This is an optimization exercise on Yosys and OpenROAD, whose aim is small area, not a production implementation.
The RTL was checked by simulation tests, not by an equivalence proof against the original design.
Power is estimated from default activity; no workload was simulated.

--- flow/design.v ---
module lpe_gamma (
    input  wire [4:0] lvl_r,
    input  wire [4:0] lvl_g,
    input  wire [4:0] lvl_b,
    output reg  [7:0] duty_r,
    output reg  [7:0] duty_g,
    output reg  [7:0] duty_b
);
    always @(*) begin
        case (lvl_r)
            5'd0: duty_r = 8'd255;
            5'd1: duty_r = 8'd255;
            5'd2: duty_r = 8'd254;
            5'd3: duty_r = 8'd253;
            5'd4: duty_r = 8'd251;
            5'd5: duty_r = 8'd249;
            5'd6: duty_r = 8'd246;
            5'd7: duty_r = 8'd242;
            5'd8: duty_r = 8'd239;
            5'd9: duty_r = 8'd234;
            5'd10: duty_r = 8'd229;
            5'd11: duty_r = 8'd223;
            5'd12: duty_r = 8'd217;
            5'd13: duty_r = 8'd211;
            5'd14: duty_r = 8'd203;
            5'd15: duty_r = 8'd196;
            5'd16: duty_r = 8'd188;
            5'd17: duty_r = 8'd179;
            5'd18: duty_r = 8'd170;
            5'd19: duty_r = 8'd160;
            5'd20: duty_r = 8'd149;
            5'd21: duty_r = 8'd138;
            5'd22: duty_r = 8'd127;
            5'd23: duty_r = 8'd115;
            5'd24: duty_r = 8'd103;
            5'd25: duty_r = 8'd90;
            5'd26: duty_r = 8'd76;
            5'd27: duty_r = 8'd62;
            5'd28: duty_r = 8'd47;
            5'd29: duty_r = 8'd32;
            5'd30: duty_r = 8'd17;
            5'd31: duty_r = 8'd0;
            default: duty_r = 8'hFF;
        endcase
    end
    always @(*) begin
        case (lvl_g)
            5'd0: duty_g = 8'd255;
            5'd1: duty_g = 8'd255;
            5'd2: duty_g = 8'd255;
            5'd3: duty_g = 8'd254;
            5'd4: duty_g = 8'd253;
            5'd5: duty_g = 8'd251;
            5'd6: duty_g = 8'd249;
            5'd7: duty_g = 8'd246;
            5'd8: duty_g = 8'd243;
            5'd9: duty_g = 8'd239;
            5'd10: duty_g = 8'd234;
            5'd11: duty_g = 8'd229;
            5'd12: duty_g = 8'd224;
            5'd13: duty_g = 8'd218;
            5'd14: duty_g = 8'd211;
            5'd15: duty_g = 8'd204;
            5'd16: duty_g = 8'd196;
            5'd17: duty_g = 8'd187;
            5'd18: duty_g = 8'd178;
            5'd19: duty_g = 8'd169;
            5'd20: duty_g = 8'd158;
            5'd21: duty_g = 8'd147;
            5'd22: duty_g = 8'd136;
            5'd23: duty_g = 8'd123;
            5'd24: duty_g = 8'd110;
            5'd25: duty_g = 8'd97;
            5'd26: duty_g = 8'd82;
            5'd27: duty_g = 8'd67;
            5'd28: duty_g = 8'd52;
            5'd29: duty_g = 8'd35;
            5'd30: duty_g = 8'd18;
            5'd31: duty_g = 8'd0;
            default: duty_g = 8'hFF;
        endcase
    end
    always @(*) begin
        case (lvl_b)
            5'd0: duty_b = 8'd255;
            5'd1: duty_b = 8'd255;
            5'd2: duty_b = 8'd255;
            5'd3: duty_b = 8'd255;
            5'd4: duty_b = 8'd255;
            5'd5: duty_b = 8'd254;
            5'd6: duty_b = 8'd254;
            5'd7: duty_b = 8'd253;
            5'd8: duty_b = 8'd251;
            5'd9: duty_b = 8'd249;
            5'd10: duty_b = 8'd247;
            5'd11: duty_b = 8'd244;
            5'd12: duty_b = 8'd241;
            5'd13: duty_b = 8'd237;
            5'd14: duty_b = 8'd232;
            5'd15: duty_b = 8'd227;
            5'd16: duty_b = 8'd220;
            5'd17: duty_b = 8'd213;
            5'd18: duty_b = 8'd206;
            5'd19: duty_b = 8'd197;
            5'd20: duty_b = 8'd187;
            5'd21: duty_b = 8'd176;
            5'd22: duty_b = 8'd164;
            5'd23: duty_b = 8'd151;
            5'd24: duty_b = 8'd137;
            5'd25: duty_b = 8'd122;
            5'd26: duty_b = 8'd105;
            5'd27: duty_b = 8'd87;
            5'd28: duty_b = 8'd68;
            5'd29: duty_b = 8'd47;
            5'd30: duty_b = 8'd24;
            5'd31: duty_b = 8'd0;
            default: duty_b = 8'hFF;
        endcase
    end
endmodule
module led_phase_engine (
    input  wire        clk,
    input  wire        rst,           
    input  wire        tick,          
    input  wire        bus_valid,     
    input  wire        bus_write,     
    input  wire [7:0]  bus_addr,      
    input  wire [1:0]  bus_size,      
    input  wire [31:0] bus_wdata,
    output reg  [31:0] bus_rdata,     
    output reg         bus_rvalid,    
    output wire [5:0]  anode,
    output wire        red_n,         
    output wire        green_n,
    output wire        blue_n,
    output wire        blue_oe,       
    output wire        pump_sink,
    output reg         hook_once,
    output reg         hook_twice
);
    localparam [3:0] OP_INIT          = 4'h1;
    localparam [3:0] OP_ENABLE        = 4'h2;
    localparam [3:0] OP_DISABLE       = 4'h3;
    localparam [3:0] OP_SET_PIXEL     = 4'h4;
    localparam [3:0] OP_SET_PIXEL_RAW = 4'h5;
    localparam [3:0] OP_REQUEST_SWAP  = 4'h6;
    localparam [3:0] OP_COPY_FORWARD  = 4'h7;
    localparam [3:0] F_ILLEGAL_CMD        = 4'd1;
    localparam [3:0] F_NOT_INIT           = 4'd2;
    localparam [3:0] F_INIT_WHILE_ENABLED = 4'd3;
    localparam [3:0] F_INDEX_RANGE        = 4'd4;
    localparam [3:0] F_PERCEPTUAL_RANGE   = 4'd5;
    localparam [3:0] F_SWAP_BUSY          = 4'd6;
    localparam [3:0] F_WRITE_DURING_SWAP  = 4'd7;
    localparam [3:0] F_BUS_WIDTH_ALIGN    = 4'd8;
    localparam [3:0] F_BUS_UNMAPPED       = 4'd9;
    localparam [3:0] F_BUS_WRITE_RO       = 4'd10;
    reg  [5:0][1:0][23:0] mem;
    reg  [5:0]  act_ptr;
    reg  [5:0]  same;
    reg         active_sel;
    reg         swap_pending;
    reg  [2:0]  cur_pixel;
    reg  [2:0]  cur_phase;
    reg  [7:0]  live_val;
    reg         cmp_ok;
    reg  [7:0]  cnt;
    reg         enabled;
    reg         initialized;
    reg         anode_on;
    reg         blue_mode;
    reg  [9:0]  fault;
    reg  [3:0]  fault_cause;
    reg  [31:0] fault_info;
    wire [3:0] op  = bus_wdata[31:28];
    wire [3:0] idx = bus_wdata[27:24];
    wire [7:0] fr  = bus_wdata[23:16];
    wire [7:0] fg  = bus_wdata[15:8];
    wire [7:0] fbv = bus_wdata[7:0];
    wire access_ok  = (bus_size == 2'd2) && (bus_addr[1:0] == 2'b00);
    wire [2:0] slot = bus_addr[4:2];
    wire slot_ok    = !(slot[2] && slot[1]);                        
    wire in_regs    = (bus_addr[7:6] == 2'b00) &&
                      (!bus_addr[5] || (bus_addr[4:3] == 2'b00));    
    wire in_active  = (bus_addr[7:5] == 3'b010) && slot_ok;          
    wire in_pending = (bus_addr[7:5] == 3'b100) && slot_ok;          
    wire mapped     = in_regs || in_active || in_pending;
    wire fmt_n   = (op == OP_INIT) || (op == OP_ENABLE) || (op == OP_DISABLE) ||
                   (op == OP_REQUEST_SWAP) || (op == OP_COPY_FORWARD);
    wire fmt_p   = (op == OP_SET_PIXEL) || (op == OP_SET_PIXEL_RAW);
    wire illegal = fmt_n ? (bus_wdata[27:0] != 28'd0) : !fmt_p;
    wire idx_bad = idx[3] || (idx[2] && idx[1]);
    wire lvl_bad = (fr[7:5] != 3'd0) || (fg[7:5] != 3'd0) || (fbv[7:5] != 3'd0);
    wire [7:0] gam_r, gam_g, gam_b;
    lpe_gamma u_gamma (
        .lvl_r (fr[4:0]),
        .lvl_g (fg[4:0]),
        .lvl_b (fbv[4:0]),
        .duty_r(gam_r),
        .duty_g(gam_g),
        .duty_b(gam_b)
    );
    reg        do_fault;
    reg [3:0]  fault_code;
    reg [31:0] fault_word;
    reg        do_init, do_enable, do_disable, do_request, do_copy, do_pixel;
    always @(*) begin
        do_fault   = 1'b0;
        fault_code = 4'd0;
        fault_word = bus_wdata;
        do_init    = 1'b0;
        do_enable  = 1'b0;
        do_disable = 1'b0;
        do_request = 1'b0;
        do_copy    = 1'b0;
        do_pixel   = 1'b0;
        if (bus_valid) begin
            if (!access_ok) begin
                do_fault   = 1'b1;
                fault_code = F_BUS_WIDTH_ALIGN;
                fault_word = {24'd0, bus_addr};
            end else if (!mapped) begin
                do_fault   = 1'b1;
                fault_code = F_BUS_UNMAPPED;
                fault_word = {24'd0, bus_addr};
            end else if (bus_write && bus_addr != 8'h00) begin
                do_fault   = 1'b1;
                fault_code = F_BUS_WRITE_RO;
                fault_word = {24'd0, bus_addr};
            end else if (bus_write) begin
                if (illegal) begin
                    do_fault   = 1'b1;
                    fault_code = F_ILLEGAL_CMD;
                end else begin
                    case (op)
                        OP_INIT: begin
                            if (enabled) begin
                                do_fault   = 1'b1;
                                fault_code = F_INIT_WHILE_ENABLED;
                            end else begin
                                do_init = 1'b1;
                            end
                        end
                        OP_ENABLE: begin
                            if (!initialized) begin
                                do_fault   = 1'b1;
                                fault_code = F_NOT_INIT;
                            end else if (!enabled) begin
                                do_enable = 1'b1;
                            end
                        end
                        OP_DISABLE: begin
                            do_disable = 1'b1;
                        end
                        OP_SET_PIXEL: begin
                            if (!initialized) begin
                                do_fault   = 1'b1;
                                fault_code = F_NOT_INIT;
                            end else if (idx_bad) begin
                                do_fault   = 1'b1;
                                fault_code = F_INDEX_RANGE;
                            end else if (lvl_bad) begin
                                do_fault   = 1'b1;
                                fault_code = F_PERCEPTUAL_RANGE;
                            end else if (swap_pending) begin
                                do_fault   = 1'b1;
                                fault_code = F_WRITE_DURING_SWAP;
                            end else begin
                                do_pixel  = 1'b1;
                            end
                        end
                        OP_SET_PIXEL_RAW: begin
                            if (!initialized) begin
                                do_fault   = 1'b1;
                                fault_code = F_NOT_INIT;
                            end else if (idx_bad) begin
                                do_fault   = 1'b1;
                                fault_code = F_INDEX_RANGE;
                            end else if (swap_pending) begin
                                do_fault   = 1'b1;
                                fault_code = F_WRITE_DURING_SWAP;
                            end else begin
                                do_pixel = 1'b1;
                            end
                        end
                        OP_REQUEST_SWAP: begin
                            if (!initialized) begin
                                do_fault   = 1'b1;
                                fault_code = F_NOT_INIT;
                            end else if (swap_pending) begin
                                do_fault   = 1'b1;
                                fault_code = F_SWAP_BUSY;
                            end else begin
                                do_request = 1'b1;
                            end
                        end
                        OP_COPY_FORWARD: begin
                            if (!initialized) begin
                                do_fault   = 1'b1;
                                fault_code = F_NOT_INIT;
                            end else if (swap_pending) begin
                                do_fault   = 1'b1;
                                fault_code = F_WRITE_DURING_SWAP;
                            end else begin
                                do_copy = 1'b1;
                            end
                        end
                        default: ;
                    endcase
                end
            end
        end
    end
    wire        ph0      = (cur_phase == 3'd0);
    wire        ph1      = (cur_phase == 3'd1);
    wire        ph2      = (cur_phase == 3'd2);
    wire        ph_red   = (cur_phase == 3'd3);
    wire        ph_green = cur_phase[2];
    wire        ch_b     = !(ph_red || ph_green);
    reg  [5:0]  pix_oh;
    integer i;
    always @(*) begin
        for (i = 0; i < 6; i = i + 1)
            pix_oh[i] = (cur_pixel == i[2:0]);
    end
    reg [7:0] fetch;
    always @(*) begin
        fetch = 8'd0;
        for (i = 0; i < 6; i = i + 1) begin
            fetch = fetch
                | ({8{pix_oh[i] && !act_ptr[i] && ch_b}}     & mem[i][0][7:0])
                | ({8{pix_oh[i] && !act_ptr[i] && ph_red}}   & mem[i][0][23:16])
                | ({8{pix_oh[i] && !act_ptr[i] && ph_green}} & mem[i][0][15:8])
                | ({8{pix_oh[i] &&  act_ptr[i] && ch_b}}     & mem[i][1][7:0])
                | ({8{pix_oh[i] &&  act_ptr[i] && ph_red}}   & mem[i][1][23:16])
                | ({8{pix_oh[i] &&  act_ptr[i] && ph_green}} & mem[i][1][15:8]);
        end
    end
    wire [7:0] cmp_buf_sel = (cmp_ok && !ph0 && !ph1) ? fetch : 8'hFF;
    wire [5:0] anode_q = anode_on ? (ph0 ? {pix_oh[0], pix_oh[5:1]} : pix_oh) : 6'd0;
    wire       pump_q  = blue_mode && ph1;
    localparam [3:0] RK_ZERO = 4'd0, RK_SLOT = 4'd1, RK_BUF = 4'd2, RK_LIVE = 4'd3,
                     RK_CNT = 4'd4, RK_STATUS = 4'd5, RK_LINES = 4'd6, RK_FAULT = 4'd7,
                     RK_CAUSE = 4'd8, RK_INFO = 4'd9, RK_CONFIG = 4'd10;
    reg  [3:0]  rd_kind;
    reg  [2:0]  rd_pix;
    reg         rd_bank;
    reg  [1:0]  rd_ch;      
    reg  [7:0]  rd_snap;
    reg  [3:0]  kind_n;
    reg  [7:0]  snap_n;
    reg  [1:0]  ch_n;
    always @(*) begin
        kind_n = RK_ZERO;
        snap_n = cnt;
        ch_n   = 2'd0;
        if (access_ok) begin
            if (in_active || in_pending)
                kind_n = RK_SLOT;
            else begin
                case (bus_addr)
                    8'h04: kind_n = RK_STATUS;
                    8'h08: kind_n = RK_FAULT;
                    8'h0C: kind_n = RK_CAUSE;
                    8'h10: kind_n = RK_INFO;
                    8'h14: kind_n = RK_CNT;
                    8'h18: kind_n = RK_LIVE;
                    8'h1C: kind_n = RK_BUF;
                    8'h20: kind_n = RK_LINES;
                    8'h24: kind_n = RK_CONFIG;
                    default: kind_n = RK_ZERO;
                endcase
            end
        end
        case (bus_addr[5:2])
            4'h1: snap_n = {cur_pixel, cur_phase, active_sel, swap_pending};
            4'h6: snap_n = live_val;
            4'h8: snap_n = {pump_q, blue_mode, anode_q};
            default: snap_n = cnt;
        endcase
        if (bus_addr[2])    
            ch_n = !cmp_ok ? 2'd0 : ph2 ? 2'd3 : ph_red ? 2'd1 : ph_green ? 2'd2 : 2'd0;
        else                
            ch_n = ph_red ? 2'd3 : ph_green ? 2'd1 : ph0 ? 2'd2 : 2'd0;
    end
    wire in_slots = bus_addr[7] || bus_addr[6];
    always @(posedge clk) begin
        if (rst)
            bus_rvalid <= 1'b0;
        else
            bus_rvalid <= bus_valid && !bus_write;
        rd_kind <= kind_n;
        rd_snap <= snap_n;
        rd_ch   <= ch_n;
        rd_pix  <= in_slots ? slot : cur_pixel;
        rd_bank <= in_slots ? (act_ptr[slot] ^ (bus_addr[7] && !same[slot])) : act_ptr[cur_pixel];
    end
    reg [23:0] rd_loc;
    always @(*) begin
        rd_loc = 24'd0;
        for (i = 0; i < 6; i = i + 1)
            rd_loc = rd_loc
                | ({24{rd_pix == i[2:0] && !rd_bank}} & mem[i][0])
                | ({24{rd_pix == i[2:0] &&  rd_bank}} & mem[i][1]);
    end
    wire [7:0] rd_src_r = (rd_kind == RK_BUF) ? rd_loc[23:16] : rd_snap;
    wire [7:0] rd_src_g = (rd_kind == RK_BUF) ? rd_loc[15:8]  : rd_snap;
    wire [7:0] rd_src_b = (rd_kind == RK_BUF) ? rd_loc[7:0]   : rd_snap;
    wire [23:0] rd_cmp  = {(rd_ch == 2'd1) ? rd_src_r : 8'hFF,
                           (rd_ch == 2'd2) ? rd_src_g : 8'hFF,
                           (rd_ch == 2'd3) ? rd_src_b : 8'hFF};
    always @(*) begin
        case (rd_kind)
            RK_SLOT:   bus_rdata = {8'd0, rd_loc};
            RK_BUF:    bus_rdata = {8'd0, rd_cmp};
            RK_LIVE:   bus_rdata = {8'd0, rd_cmp};
            RK_CNT:    bus_rdata = {16'd0, rd_snap, rd_snap};
            RK_STATUS: bus_rdata = {19'd0, (fault != 10'd0), 1'b0, rd_snap[7:5], 1'b0,
                                    rd_snap[4:2], rd_snap[1], initialized, enabled, rd_snap[0]};
            RK_LINES:  bus_rdata = {12'd0, rd_snap[7:6], enabled, enabled, 10'd0, rd_snap[5:0]};
            RK_FAULT:  bus_rdata = {22'd0, fault};
            RK_CAUSE:  bus_rdata = {28'd0, fault_cause};
            RK_INFO:   bus_rdata = fault_info;
            RK_CONFIG: bus_rdata = 32'h80080506;
            default:   bus_rdata = 32'd0;
        endcase
    end
    always @(posedge clk) begin
        if (rst) begin
            fault       <= 10'd0;
            fault_cause <= 4'd0;
            fault_info  <= 32'd0;
        end else if (do_fault) begin
            if (fault == 10'd0) begin
                fault_cause <= fault_code;
                fault_info  <= fault_word;
            end
            fault[fault_code - 4'd1] <= 1'b1;
        end
    end
    wire enabled_after = do_enable ? 1'b1 : (do_disable ? 1'b0 : enabled);
    wire do_tick       = tick && enabled_after;
    wire [7:0] cnt_base = do_enable ? 8'd0 : cnt;
    wire [7:0] cnt_inc  = cnt_base + 8'd1;
    wire overflow   = do_tick && (cnt_inc == 8'd0);
    wire swap_pending_after = swap_pending || do_request;
    wire do_swap = overflow && ph_green && (cur_pixel == 3'd5) && swap_pending_after;
    always @(posedge clk) begin
        if (rst) begin
            enabled <= 1'b0;
            cnt     <= 8'd0;
        end else begin
            enabled <= enabled_after;
            if (do_init)
                cnt <= 8'd0;
            else if (do_tick)
                cnt <= cnt_inc;
            else if (do_enable)
                cnt <= 8'd0;
        end
    end
    reg ticked;
    always @(posedge clk) begin
        if (rst)
            ticked <= 1'b0;
        else
            ticked <= do_tick;
    end
    wire cnt_lo0 = (cnt[6:0] == 7'd0);
    always @(*) begin
        hook_once  = ticked && cnt_lo0 && !cnt[7];
        hook_twice = ticked && cnt_lo0;
    end
    always @(posedge clk) begin
        if (rst || do_init) begin
            live_val  <= 8'hFF;
            cur_pixel <= 3'd0;
            cur_phase <= 3'd0;
            anode_on  <= 1'b0;
            blue_mode <= 1'b0;
        end else if (do_disable) begin
            anode_on  <= 1'b0;
            blue_mode <= 1'b0;
        end else if (do_enable) begin
            live_val  <= 8'hFF;
            cmp_ok    <= 1'b0;
        end else if (overflow) begin
            live_val <= cmp_buf_sel;
            cmp_ok   <= 1'b1;
            case (cur_phase)
                3'd0: begin
                    anode_on <= 1'b0;
                    if (fetch != 8'hFF)
                        blue_mode <= 1'b1;
                    cur_phase <= 3'd1;
                end
                3'd1: begin
                    anode_on  <= 1'b1;
                    cur_phase <= 3'd2;
                end
                3'd2: begin
                    cur_phase <= 3'd3;
                end
                3'd3: begin
                    blue_mode <= 1'b0;
                    cur_phase <= 3'd4;
                end
                default: begin
                    cur_phase <= 3'd0;
                    cur_pixel <= (cur_pixel == 3'd5) ? 3'd0 : cur_pixel + 3'd1;
                end
            endcase
        end
    end
    always @(posedge clk) begin
        if (rst || do_init) begin
            active_sel   <= 1'b0;
            swap_pending <= 1'b0;
        end else if (do_swap) begin
            active_sel   <= ~active_sel;
            swap_pending <= 1'b0;
        end else begin
            swap_pending <= swap_pending_after;
        end
    end
    always @(posedge clk) begin
        if (do_init) begin
            act_ptr <= 6'd0;
            same    <= 6'd0;
        end else if (do_copy) begin
            same <= 6'h3F;
        end else if (do_pixel) begin
            for (i = 0; i < 6; i = i + 1)
                if (idx[2:0] == i[2:0])
                    same[i] <= 1'b0;
        end else if (do_swap) begin
            act_ptr <= act_ptr ^ ~same;
        end
    end
    always @(posedge clk) begin
        if (rst)
            initialized <= 1'b0;
        else if (do_init)
            initialized <= 1'b1;
    end
    wire [23:0] mem_wdata = (op[2] && op[0]) ? {fr, fg, fbv} : {gam_r, gam_g, gam_b};
    genvar gi, gk;
    generate
        for (gi = 0; gi < 6; gi = gi + 1) begin : g_slot
            for (gk = 0; gk < 2; gk = gk + 1) begin : g_bank
                wire we = do_init || (do_pixel && idx[2:0] == gi && act_ptr[gi] != gk);
                always @(posedge clk)
                    if (we)
                        mem[gi][gk] <= mem_wdata;
            end
        end
    endgenerate
    reg cnt_gt;
    always @(*) begin
        cnt_gt = 1'b0;
        for (i = 0; i < 8; i = i + 1)
            cnt_gt = (cnt[i] && !live_val[i]) || (!(cnt[i] ^ live_val[i]) && cnt_gt);
    end
    assign anode     = anode_q;
    assign pump_sink = pump_q;
    assign blue_oe   = blue_mode;
    assign red_n     = !(enabled && ph_green && cnt_gt);
    assign green_n   = !(enabled && ph0 && cnt_gt);
    assign blue_n    = !(blue_mode && ph_red && cnt_gt);
endmodule
--- flow/flow/run.sh ---
#!/bin/bash
# Own layout flow: the standard ORFS flow with three changes:
#  - synthesis maps logic with an area-oriented ABC script (flow/abc_area.script);
#    everything else in synthesis (and so every register) is the standard one;
#  - port buffers use a small buffer cell;
#  - CTS uses small clock buffers and no dummy loads.
# Each tool's output goes to a log file in this folder.
set -euo pipefail
W=$(pwd)
FLOW=${FLOW_HOME}
RES=$W/orfs/results/${FLOW_PLATFORM}/led_phase_engine/base

# Synthesis script: the reference script, sourcing a copy of ORFS's synth.tcl
# whose ABC step uses the area script.
sed "s|^source \$::env(SCRIPTS_DIR)/synth_preamble.tcl|source \$::env(SCRIPTS_DIR)/synth_preamble.tcl\nset abc_args [lreplace \$abc_args 1 1 $W/flow/abc_area.script]|" \
    "$FLOW/scripts/synth.tcl" > "$W/own_synth.tcl"
grep -q "abc_area.script" "$W/own_synth.tcl"
sed "s|source \$::env(SCRIPTS_DIR)/synth.tcl|source $W/own_synth.tcl|" \
    "$W/synth_recipe.tcl" > "$W/own_synth_recipe.tcl"
grep -q "own_synth.tcl" "$W/own_synth_recipe.tcl"

export CTS_ARGS="${OWN_CTS_ARGS:--sink_clustering_enable -repair_clock_nets -dont_use_dummy_load -buf_list sky130_fd_sc_hd__clkbuf_16 -sink_clustering_size 20 -sink_clustering_max_diameter 80}"
export BUFFER_PORTS_ARGS="${OWN_BUFFER_PORTS_ARGS:--buffer_cell sky130_fd_sc_hd__buf_1}"

make -C "$FLOW" DESIGN_CONFIG="$W/config.mk" WORK_HOME="$W/orfs" CLKGATE_MAP_FILE= \
    SYNTH_SCRIPT="$W/own_synth_recipe.tcl" \
    BUFFER_PORTS_ARGS="$BUFFER_PORTS_ARGS" \
    CTS_ARGS="$CTS_ARGS" \
    "${1:-finish}" > "$W/make_${1:-finish}.log" 2>&1

[[ "${1:-finish}" == finish ]] || exit 0
: # left out here: write the final layout as DEF
--- flow/flow/abc_area.script ---
strash
&get -n
&st
&dch
&nf -a
&put
topo
--- flow/standard.sh ---
#!/bin/bash
# synth_recipe.tcl (not shown) runs the flow's synth.tcl, then flattens the netlist and writes it again
# the make line also repeats each setting of config.mk as NAME=value (left out here)
make -C /OpenROAD-flow-scripts/flow DESIGN_CONFIG=/design/flow/config.mk WORK_HOME=/design/flow/orfs CLKGATE_MAP_FILE= SYNTH_SCRIPT=/design/flow/synth_recipe.tcl "${@:-finish}"
--- flow/config.mk ---
export PLATFORM = sky130hd
export DESIGN_NAME = led_phase_engine
export DESIGN_NICKNAME = led_phase_engine
export VERILOG_FILES = /design/flow/design.v
export SDC_FILE = /design/flow/constraint.sdc
export NUM_CORES = 4
export LEC_CHECK = 0
export CAP_MARGIN = 20
export CORE_MARGIN = 2
export CORE_UTILIZATION = 40
export PLACE_DENSITY = 0.6
export SLEW_MARGIN = 20
--- flow/constraint.sdc ---
create_clock -name core_clock -period 8.0 [get_ports {clk}]
set_input_delay 1.6000 -clock core_clock [delete_from_list [all_inputs] [get_ports {clk}]]
set_output_delay 1.6000 -clock core_clock [all_outputs]
set_load 0.01 [all_outputs]
==> impl_results.md, run 1 <==
- DP Area: about 21000 um2
- Leak: 7.26 nW
- Pin count of the biggest net entering global routing: 53
- Worst hold stages: 2
- IO buf count: 92
- Critical Path RT: a little over 8 ns
- Post-CTS setup buffer count: 0
- Initial core utilization: 40.7%
- FFs w/ async S/R, synth: 0%
- RSZ-0062 raised after global routing: false
- EDFF count, synth: between 200 and 300
- Number of cells on the worst reg-to-reg path: 18
- Drt pass-1 iters: 8
- XOR/XNOR Fraction of Synth Area: less than 1%
- Num CTS Buffers: 24
- Avg Vias per Cell: ~6.5
- Final setup fails: 0
- DRC viols: 0
- Total grt overflow: 0
- Main combinational cell family by area after synthesis: simple AND/OR/NAND/NOR gates
- Core area: 47900 um2
- Compound-Gate Fraction of Synth Area: 16.9%
- H-Tree Depth: 1
- ANT nets after route: 0
- Synth Register Bits: 395
- Clk_skew: approximately 0.05 ns
- CTS Hold Bufs: 0
- CTS resizes: 0
- Synth Area in Simple Gates: 23.7%
- Max Clk Rate: 147 MHz
- Setup ws final: around 1.2 ns
- Post-synth top flop: edfxtp_1
- Max VDD drop: just under 0.0001 V
- Power density over the cells: 176 nW/um2
- Wirelength, routed: ~75000 um
- Number of distinct library cells after synthesis: 57
- Share of layout cells above drive strength 1: under 10%
- Ys Warns: 2
- Slew headroom: about a fifth
- Syn_area_per_cell: around 10 um2
- Row count: 80
- # fillers: around 4500
- Die area: approximately 51000 um2
- TritonCTS clock tree: done
- Setup CP Type: in -> reg
- Actual slew at the worst max-slew pin: 1.22 ns
- Syn Nets: just over 2000
- # IOs: just over 90
- Initial antenna violation count: 1
- Number of global-route vias before repair: ~17000
- Worst-skew pair later-pin latency: ~0.58 ns
- Power Total: 3.87 mW
- Synth Area in Adders: 2.56%
- Post-route setup TNS: 0 ns
- Fin nets: ~2200
- Root Driver: clkbuf_16
- Post-synth design cell area: approximately 20000 um2
- Final worst-path cycle share: between 80% and 90%
- Slew Limit Fails: 0
- Seq/Total Area, Yosys: ~55%
- Critical path endpoint category: register
- Area Growth Syn to Fin: 12.5%
- CP max FO: 24
- Hold Path Class: reg -> reg
- Synthesized instance count: 1953
- GP Congestion: 0.927
- Mux cell area share after synthesis: less than 1%
- Min Clock Period, post-route: between 6 and 7 ns
- Worst-path clk slew: roughly 0.080 ns
- Design area: approximately 22000 um2
- Max cap viols: 0
- Register area: about 11000 um2
- Vias: 17900
- Outcome: timing/DRC/antenna clean
- Hold Fails Final Rpt: 0
- First-pass GRT wire length: around 110000 um
- Detailed Route Iter0 Violations: 3010
- WL per Instance: about 27 um
- CP Launch Type: input port
- CTS sink count: 395
- Multi-input gate area: 8810 um2
- HPWL after detailed placement: about 54000 um
- Width of the die: approximately 220 um
- Deepest clock path buffer count: 3
- Worst EP arrival: 7.04 ns
- Dpl ws: between 0.7 and 0.8 ns
- Hold WS: 0.493 ns
- Gr usage total: ~29%
- Die Y: around 220 um
-- final timing paths --
path / start / end / slack [ns]
setup / recovery: bus_wdata[17] / mem[179] / 1.21
hold / removal: fault_info[24] / fault_info[24] / 0.49
setup reg to reg: cur_pixel[0] / blue_mode / 2.63
hold reg to reg: fault_info[24] / fault_info[24] / 0.49
-- synth_stat cells (39+ instances only) --
| library cell | instances | share of area, % |
|---|---|---|
| nand2_1 | 459 | 8.8 |
| edfxtp_1 | 289 | 44 |
| nor2_1 | 171 | 3.3 |
| a21oi_1 | 132 | 3.4 |
| o21ai_0 | 107 | 2.7 |
| dfxtp_1 | 106 | 11 |
| nand4_1 | 73 | 2.3 |
| nor3_1 | 67 | 1.7 |
| a222oi_1 | 62 | 3.2 |
| a22oi_1 | 50 | 1.9 |
| ha_1 | 40 | 2.6 |
| nand3_1 | 39 | 1.0 |
-- routing by layer --
metal / GRT usage (%) / vias up / wire (um)
met5: 0 / - / 0
met4: 11.9 / 0 / 3390
met3: 5.11 / 152 / 8770
li1: - / 7910 / -
met1: 41.8 / 8634 / 30000
met2: 43.5 / 1230 / 32500
-- area by class of cell --
type                    instances  share of cell area, %
flip-flops and latches        395                   49.2
multi-input cells            1523                   40.1
repair buffers                160                   3.90
well taps                     615                   3.50
clock buffers                  24                   2.73
inverters                      35                  0.598
diodes                          2                 0.0228
-- worst max-delay path, stage by stage --
cell	delay (ns)
buf_1	0.20
clkinv_1	0.20
ha_1	0.36
nor4b_1	0.28
nand4_1	0.13
nor4_1	0.66
o21ai_0	0.20
o21ai_0	0.29
nor4b_1	0.74
nor4bb_1	1.05
nand4b_1	0.63
o21ai_2	0.29
buf_4	0.38
-- report_power, final --
part           switching (mW)  total (mW)  internal, mW  leakage [nW]
Sequential             0.0201        2.26          2.24          3.56
Combinational           0.317       0.426         0.109          3.40
Clock                   0.654        1.19         0.532         0.296
-- cell usage in the layout (no fill, tap or decap), drive strengths merged, types with 8 or more instances in the layout --
cell	count
a211oi	10
a21o	10
a21oi	132
a221o	10
a221oi	25
a222oi	62
a22oi	50
a311oi	9
a31oi	25
and2	19
and3	21
and4	8
and4b	35
buf	158
clkbuf	26
clkinv	35
dfxtp	106
edfxtp	289
ha	40
nand2	459
nand2b	17
nand3	39
nand4	73
nor2	171
nor2b	11
nor3	67
nor3b	10
nor4	10
o211ai	12
o21ai	107
or3	8
xor2	9
-- sequential cells by signal, indices dropped and copies added, names as in the netlist, 6 cells and up --
signal      cells
fault          10
same            6
act_ptr         6
fault_info     32
mem           288
live_val        8
rd_snap         8
cnt             8
-- stage by stage --
stage | util [%] | cells
detailed placement | 44.5 | 2727
global placement | 44.5 | 2727
CTS | 45.8 | 2751
floorplan | - | 1953
global route | 45.8 | 2752
finish | 45.8 | 2754
-- cell families after synthesis --
family,after synthesis
AOI/OAI and AO/OA,490
xor gates and xnor gates,13
DFF,395
adders and majority gates,40
and+or+nand+nor,978
muxes,2
buffers and inverters,35
==> run 2, diff against run 1 <==
--- a/flow/design.v
+++ b/flow/design.v
@@ -219,13 +219,13 @@
                 do_fault   = 1'b1;
                 fault_code = F_BUS_WIDTH_ALIGN;
-                fault_word = {24'd0, bus_addr};
+                fault_word = {bus_wdata[31:8], bus_addr};
             end else if (!mapped) begin
                 do_fault   = 1'b1;
                 fault_code = F_BUS_UNMAPPED;
-                fault_word = {24'd0, bus_addr};
+                fault_word = {bus_wdata[31:8], bus_addr};
             end else if (bus_write && bus_addr != 8'h00) begin
                 do_fault   = 1'b1;
                 fault_code = F_BUS_WRITE_RO;
-                fault_word = {24'd0, bus_addr};
+                fault_word = {bus_wdata[31:8], bus_addr};
             end else if (bus_write) begin
                 if (illegal) begin
@@ -325,15 +325,17 @@
     end
     reg [7:0] fetch;
+    reg [5:0][1:0][7:0] loc_ch;
+    integer k;
     always @(*) begin
+        for (i = 0; i < 6; i = i + 1)
+            for (k = 0; k < 2; k = k + 1)
+                loc_ch[i][k] = ({8{ch_b}}     & mem[i][k][7:0])
+                             | ({8{ph_red}}   & mem[i][k][23:16])
+                             | ({8{ph_green}} & mem[i][k][15:8]);
         fetch = 8'd0;
-        for (i = 0; i < 6; i = i + 1) begin
+        for (i = 0; i < 6; i = i + 1)
             fetch = fetch
-                | ({8{pix_oh[i] && !act_ptr[i] && ch_b}}     & mem[i][0][7:0])
-                | ({8{pix_oh[i] && !act_ptr[i] && ph_red}}   & mem[i][0][23:16])
-                | ({8{pix_oh[i] && !act_ptr[i] && ph_green}} & mem[i][0][15:8])
-                | ({8{pix_oh[i] &&  act_ptr[i] && ch_b}}     & mem[i][1][7:0])
-                | ({8{pix_oh[i] &&  act_ptr[i] && ph_red}}   & mem[i][1][23:16])
-                | ({8{pix_oh[i] &&  act_ptr[i] && ph_green}} & mem[i][1][15:8]);
-        end
+                | ({8{pix_oh[i] && !act_ptr[i]}} & loc_ch[i][0])
+                | ({8{pix_oh[i] &&  act_ptr[i]}} & loc_ch[i][1]);
     end
     wire [7:0] cmp_buf_sel = (cmp_ok && !ph0 && !ph1) ? fetch : 8'hFF;
@@ -421,5 +423,5 @@
             RK_FAULT:  bus_rdata = {22'd0, fault};
             RK_CAUSE:  bus_rdata = {28'd0, fault_cause};
-            RK_INFO:   bus_rdata = fault_info;
+            RK_INFO:   bus_rdata = info_read;
             RK_CONFIG: bus_rdata = 32'h80080506;
             default:   bus_rdata = 32'd0;
@@ -430,13 +432,17 @@
             fault       <= 10'd0;
             fault_cause <= 4'd0;
-            fault_info  <= 32'd0;
         end else if (do_fault) begin
-            if (fault == 10'd0) begin
+            if (fault == 10'd0)
                 fault_cause <= fault_code;
-                fault_info  <= fault_word;
-            end
             fault[fault_code - 4'd1] <= 1'b1;
         end
     end
+    always @(posedge clk) begin
+        if (do_fault && fault == 10'd0 && !rst)
+            fault_info <= fault_word;
+    end
+    wire        info_lo_ok = (fault_cause != 4'd0);
+    wire        info_hi_ok = info_lo_ok && !fault_cause[3];
+    wire [31:0] info_read  = {fault_info[31:8] & {24{info_hi_ok}}, fault_info[7:0] & {8{info_lo_ok}}};
     wire enabled_after = do_enable ? 1'b1 : (do_disable ? 1'b0 : enabled);
     wire do_tick       = tick && enabled_after;
--- a/flow/flow/run.sh
+++ b/flow/flow/run.sh
@@ -1,8 +1,9 @@
 #!/bin/bash
-# Own layout flow: the standard ORFS flow with three changes:
+# Own layout flow: the standard ORFS flow with four changes:
 #  - synthesis maps logic with an area-oriented ABC script (flow/abc_area.script);
 #    everything else in synthesis (and so every register) is the standard one;
 #  - port buffers use a small buffer cell;
-#  - CTS uses small clock buffers and no dummy loads.
+#  - CTS uses small clock buffers and no dummy loads;
+#  - the larger plain buffers are don't-use, so repairs use small ones.
 # Each tool's output goes to a log file in this folder.
 set -euo pipefail
@@ -23,5 +24,13 @@
 export BUFFER_PORTS_ARGS="${OWN_BUFFER_PORTS_ARGS:--buffer_cell sky130_fd_sc_hd__buf_1}"
 
+# The platform's don't-use cells plus the larger plain buffers, so that the
+# resizer repairs slew and capacitance with small buffers.
+BASE_DU=$(make -s -C "$FLOW" DESIGN_CONFIG="$W/config.mk" WORK_HOME="$W/orfs" print-DONT_USE_CELLS 2> "$W/print_dont_use.log" | sed -n 's/^DONT_USE_CELLS: //p')
+[[ -n "$BASE_DU" ]]
+EXTRA_DU=${OWN_EXTRA_DU-"sky130_fd_sc_hd__buf_4 sky130_fd_sc_hd__buf_6 sky130_fd_sc_hd__buf_8 sky130_fd_sc_hd__buf_12 sky130_fd_sc_hd__buf_16 sky130_fd_sc_hd__bufbuf_8 sky130_fd_sc_hd__bufbuf_16"}
+export DONT_USE_CELLS="$BASE_DU $EXTRA_DU"
+
 make -C "$FLOW" DESIGN_CONFIG="$W/config.mk" WORK_HOME="$W/orfs" CLKGATE_MAP_FILE= \
+    DONT_USE_CELLS="$DONT_USE_CELLS" \
     SYNTH_SCRIPT="$W/own_synth_recipe.tcl" \
     BUFFER_PORTS_ARGS="$BUFFER_PORTS_ARGS" \
==> flow/flow/abc_area.script (replaced) <==
strash
dch -f
map -a
&get -n
&st
&dch -f
&nf -a -R 20
&put
&get -n
&st
&dch -f
&nf -a -R 20
&put
topo
==> run 2 against run 1 <==
Compared with the run above: first-iteration DRC count grew 31%; sequential share of layout area grew 4.9 points; clock skew shrank 0.024 ns; core utilization shrank 0.55 points; power shrank 1.7%.
==> impl_results.md, run 2 <==
- Outcome: timing/DRC/antenna clean (unchanged)
- Drt pass-1 iters: 12 (was 8)
- Register area: 11100 um2 (was 10800 um2)
- IO buf count: 92 (unchanged)
- CTS sink count: 395 (unchanged)
- Actual slew at the worst max-slew pin: 1.17 ns (was 1.22 ns)
- Initial core utilization: 40.5% (was 40.7%)
- Max cap viols: 0 (unchanged)
- WL per Instance: 29.9 um (was 27.1 um)
- Die Y: 219 um (was 225 um)
- DRC viols: 0 (unchanged)
- Row count: 78 (was 80)
- Synth top cells by count: 321 x edfxtp_1, 184 x nand2_1, 164 x a222oi_1, 132 x a21oi_1, 115 x nor2_1 (was 459 x nand2_1, 289 x edfxtp_1, 171 x nor2_1, 132 x a21oi_1, 107 x o21ai_0)
- CTS resizes: 0 (unchanged)
- TritonCTS clock tree: done (unchanged)
- First-pass GRT wire length: 102000 um (was 110000 um)
- EDFF count, synth: 321 (was 289)
- Pin count of the biggest net entering global routing: 38 (was 53)
- Initial antenna violation count: 0 (was 1)
- H-Tree Depth: 1 (unchanged)
- Multi-input gate area: 7330 um2 (was 8810 um2)
- Post-synth design cell area: 18400 um2 (was 19500 um2)
- Most frequent cells in the layout: 321 x edfxtp_1, 184 x nand2_1, 164 x a222oi_1 (was 459 x nand2_1, 289 x edfxtp_1, 168 x nor2_1)
- Wirelength, routed: 70400 um (was 74600 um)
- Die area: 47800 um2 (was 50600 um2)
- HPWL after detailed placement: 49700 um (was 53800 um)
- Critical path endpoint category: register (unchanged)
- Hold Fails Final Rpt: 0 (unchanged)
- Deepest clock path buffer count: 3 (unchanged)
- RSZ-0062 raised after global routing: false (unchanged)
- Final worst-path cycle share: 75.0% (was 84.9%)
- FFs w/ async S/R, synth: 0% (unchanged)
- Clk_skew: 0.0259 ns (was 0.0497 ns)
- CTS Hold Bufs: 0 (unchanged)
- Ys Warns: 2 (unchanged)
- Max VDD drop: 0.000209 V (was 0.0000979 V)
- Leak: 6.72 nW (was 7.26 nW)
- Seq/Total Area, Yosys: 60.3% (was 55.3%)
- Power Total: 3.81 mW (was 3.87 mW)
- Syn_area_per_cell: 11.7 um2 (was 10.0 um2)
- Share of the synthesized area in the top cell type: 52.3% (was 44.4%)
- ANT nets after route: 0 (unchanged)
- Count leader, synth: edfxtp_1 (was nand2_1)
- Share of layout cells above drive strength 1: 4.78% (was 6.18%)
- Worst-path clk slew: 0.09 ns (was 0.08 ns)
- Number of global-route vias before repair: 15300 (was 16700)
- Area Growth Syn to Fin: 11.7% (was 12.5%)
- CP max FO: 15 (was 24)
- Top flop regs: mem: 288 flops, fault_info: 32 flops, fault: 10 flops (unchanged)
- ANT cells: 0 (was 2)
- Syn Nets: 1662 (was 2040)
- Post-route setup TNS: 0 ns (unchanged)
- Setup CP Type: in -> reg (unchanged)
- Critical Path RT: 8.51 ns (was 8.24 ns)
- Post-synth top flop: edfxtp_1 (unchanged)
- Synth top area cells: edfxtp_1 52%, a222oi_1 8.9%, dfxtp_1 8.0%, nand2_1 3.7%, a21oi_1 3.6% (was edfxtp_1 44%, dfxtp_1 11%, nand2_1 8.8%, a21oi_1 3.4%, nor2_1 3.3%)
- Largest register FFs: 288 (unchanged)
- Post-CTS setup buffer count: 0 (unchanged)
- Worst-skew pair later-pin latency: 0.58 ns (about the same)
- Fin nets: 1839 (was 2226)
- Number of distinct library cells after synthesis: 54 (was 57)
- Most common cell after layout, fill and taps aside: edfxtp_1 (was nand2_1)
- Most flops, register: mem (unchanged)
- Final setup fails: 0 (unchanged)
- Root Driver: clkbuf_16 (unchanged)
- Core area: 45500 um2 (was 47900 um2)
- Hold Path Class: reg -> reg (unchanged)
- Area leader, netlist: edfxtp_1 (unchanged)
- Power density over the cells: 185 nW/um2 (was 176 nW/um2)
- Slew Limit Fails: 0 (unchanged)
- CP Launch Type: input port (unchanged)
- Width of the die: 219 um (was 225 um)
- Vias: 16400 (was 17900)
- Num CTS Buffers: 26 (was 24)
- GP Congestion: 0.949 (was 0.927)
- # IOs: 93 (unchanged)
- Gr usage total: 28.9% (was 29.1%)
- Slew headroom: 21.7% (was 18.7%)
- Avg Vias per Cell: 6.96 (was 6.51)
- # fillers: 4263 (was 4485)
- Final core utilization: 45.3% (was 45.8%)
- Detailed Route Iter0 Violations: 3957 (was 3010)
- Synthesized instance count: 1581 (was 1953)
- Max Clk Rate: 167 MHz (was 147 MHz)
- Total grt overflow: 0 (unchanged)
- Worst EP arrival: 6.51 ns (was 7.04 ns)
- Synth Register Bits: 395 (unchanged)
- Min Clock Period, post-route: 6.00 ns (was 6.79 ns)
## run 2: cell count changes in the layout (fill, tap and decap cells not counted), moves of 34 or more
cell      previous run  this run
buf_4               67         0
nor2_1             168       106
nand2_1            459       184
and4b_1             35         0
a222oi_1            62       164
nand4_1             73        26
buf_1               91       125
o22ai_1              1        49
## run 2: path summary, 6_finish.rpt
check | from | endpoint | slack [ns] | cells after the start
max | bus_wdata[17] | act_ptr[3] | 2.00 | 19
min reg2reg | active_sel | rd_snap[1] | 0.46 | 2
max reg2reg | cur_phase[1] | blue_mode | 3.43 | 13
min | active_sel | rd_snap[1] | 0.46 | 2
## run 2: stage by stage
step	cell area, um2	std cells	worst slack, ns	hold WS, ns
6_report	20600	2356	2.00	0.464
5_1_grt	20600	2356	1.44	0.505
4_1_cts	20600	2354	2.24	0.464
3_5_place_dp	19900	2328	1.64	0.454
3_3_place_gp	19900	2328	1.77	0.454
2_1_floorplan	18400	1581	1.71	0.434
## run 2: worst max-delay path, stage by stage
cell and delay, ns:
buf_1 0.20, clkinv_1 0.16, ha_1 0.32, nor4b_1 0.30
nand3_1 0.23, o22ai_1 0.37, nand3_1 0.50, and2_0 0.34
ha_1 0.23, and2_0 0.16, nand3_1 0.11, nand2_1 0.10
a211oi_1 0.20, nand4_1 0.39, nor2_1 0.51, nand2_1 0.32
nor2_1 0.21, o21ai_0 0.11, a21oi_1 0.13
## run 2: cells by family (layout without fill, tap and decap cells)
family / Yosys count / in the layout / synth area share, %
XOR/XNOR: 8 / 8 / 0.380
multiplexers: 6 / 6 / 0.346
AO/OA/AOI/OAI: 578 / 578 / 22.8
buffers and inverters: 37 / 212 / 0.753
flip-flops: 395 / 395 / 60.3
AND/OR/NAND/NOR: 523 / 523 / 13.1
adder cells (fa/ha/maj): 34 / 34 / 2.31
## run 2: final cells by class
cell class,count,share of cell area (%)
Tap cell,600,3.65
Sequential cell,395,54.0
Timing Repair Buffer,149,2.87
Multi-Input combinational cell,1149,35.6
Inverter,37,0.674
Clock buffer,26,3.16
## run 2: routing by layer
layer	share of wire (%)	up-vias	track usage, %
li1	-	6976	-
met1	39	7923	40.8
met2	43	1310	43.0
met3	13	178	6.58
met4	4.4	0	11.9
met5	0	-	0
## run 2: report_power, final
group          switching, mW  leakage [nW]  internal, mW  total, mW
Combinational          0.228          2.79        0.0738      0.302
Clock                  0.661         0.320         0.574       1.24
Sequential            0.0124          3.60          2.26       2.27

separate check: timing with driven ports:
No port has a modelled driver above. Below, the same layouts with a new extraction and two added sets of constraints.
Step 1 sets driving cells, clkbuf_16 on the clock port and buf_2 on the other inputs (assumed; they add their load-dependent delay and slew).
Step 2, shift: input delay + t, output delay - t, t = (earliest + latest rising clock arrival at the registers) / 2. This alone moves slack from input paths to output paths.
Three values: no drivers, after step 1, after step 2; two values: the first two.
run	shift t [ns]	setup WS [ns]	worst setup path after step 2	slew at the worst register clock pin (ns)
run 1	0.611	1.207 / 1.244 / 0.634	input to register	0.09 / 0.09
run 2	0.619	2.003 / 2.039 / 1.420	input to register	0.09 / 0.09
After both steps setup and hold are still met in every run listed. The setup slack of run 2, which loses most, moves by +0.036 ns with the drivers and by -0.583 ns with both steps.
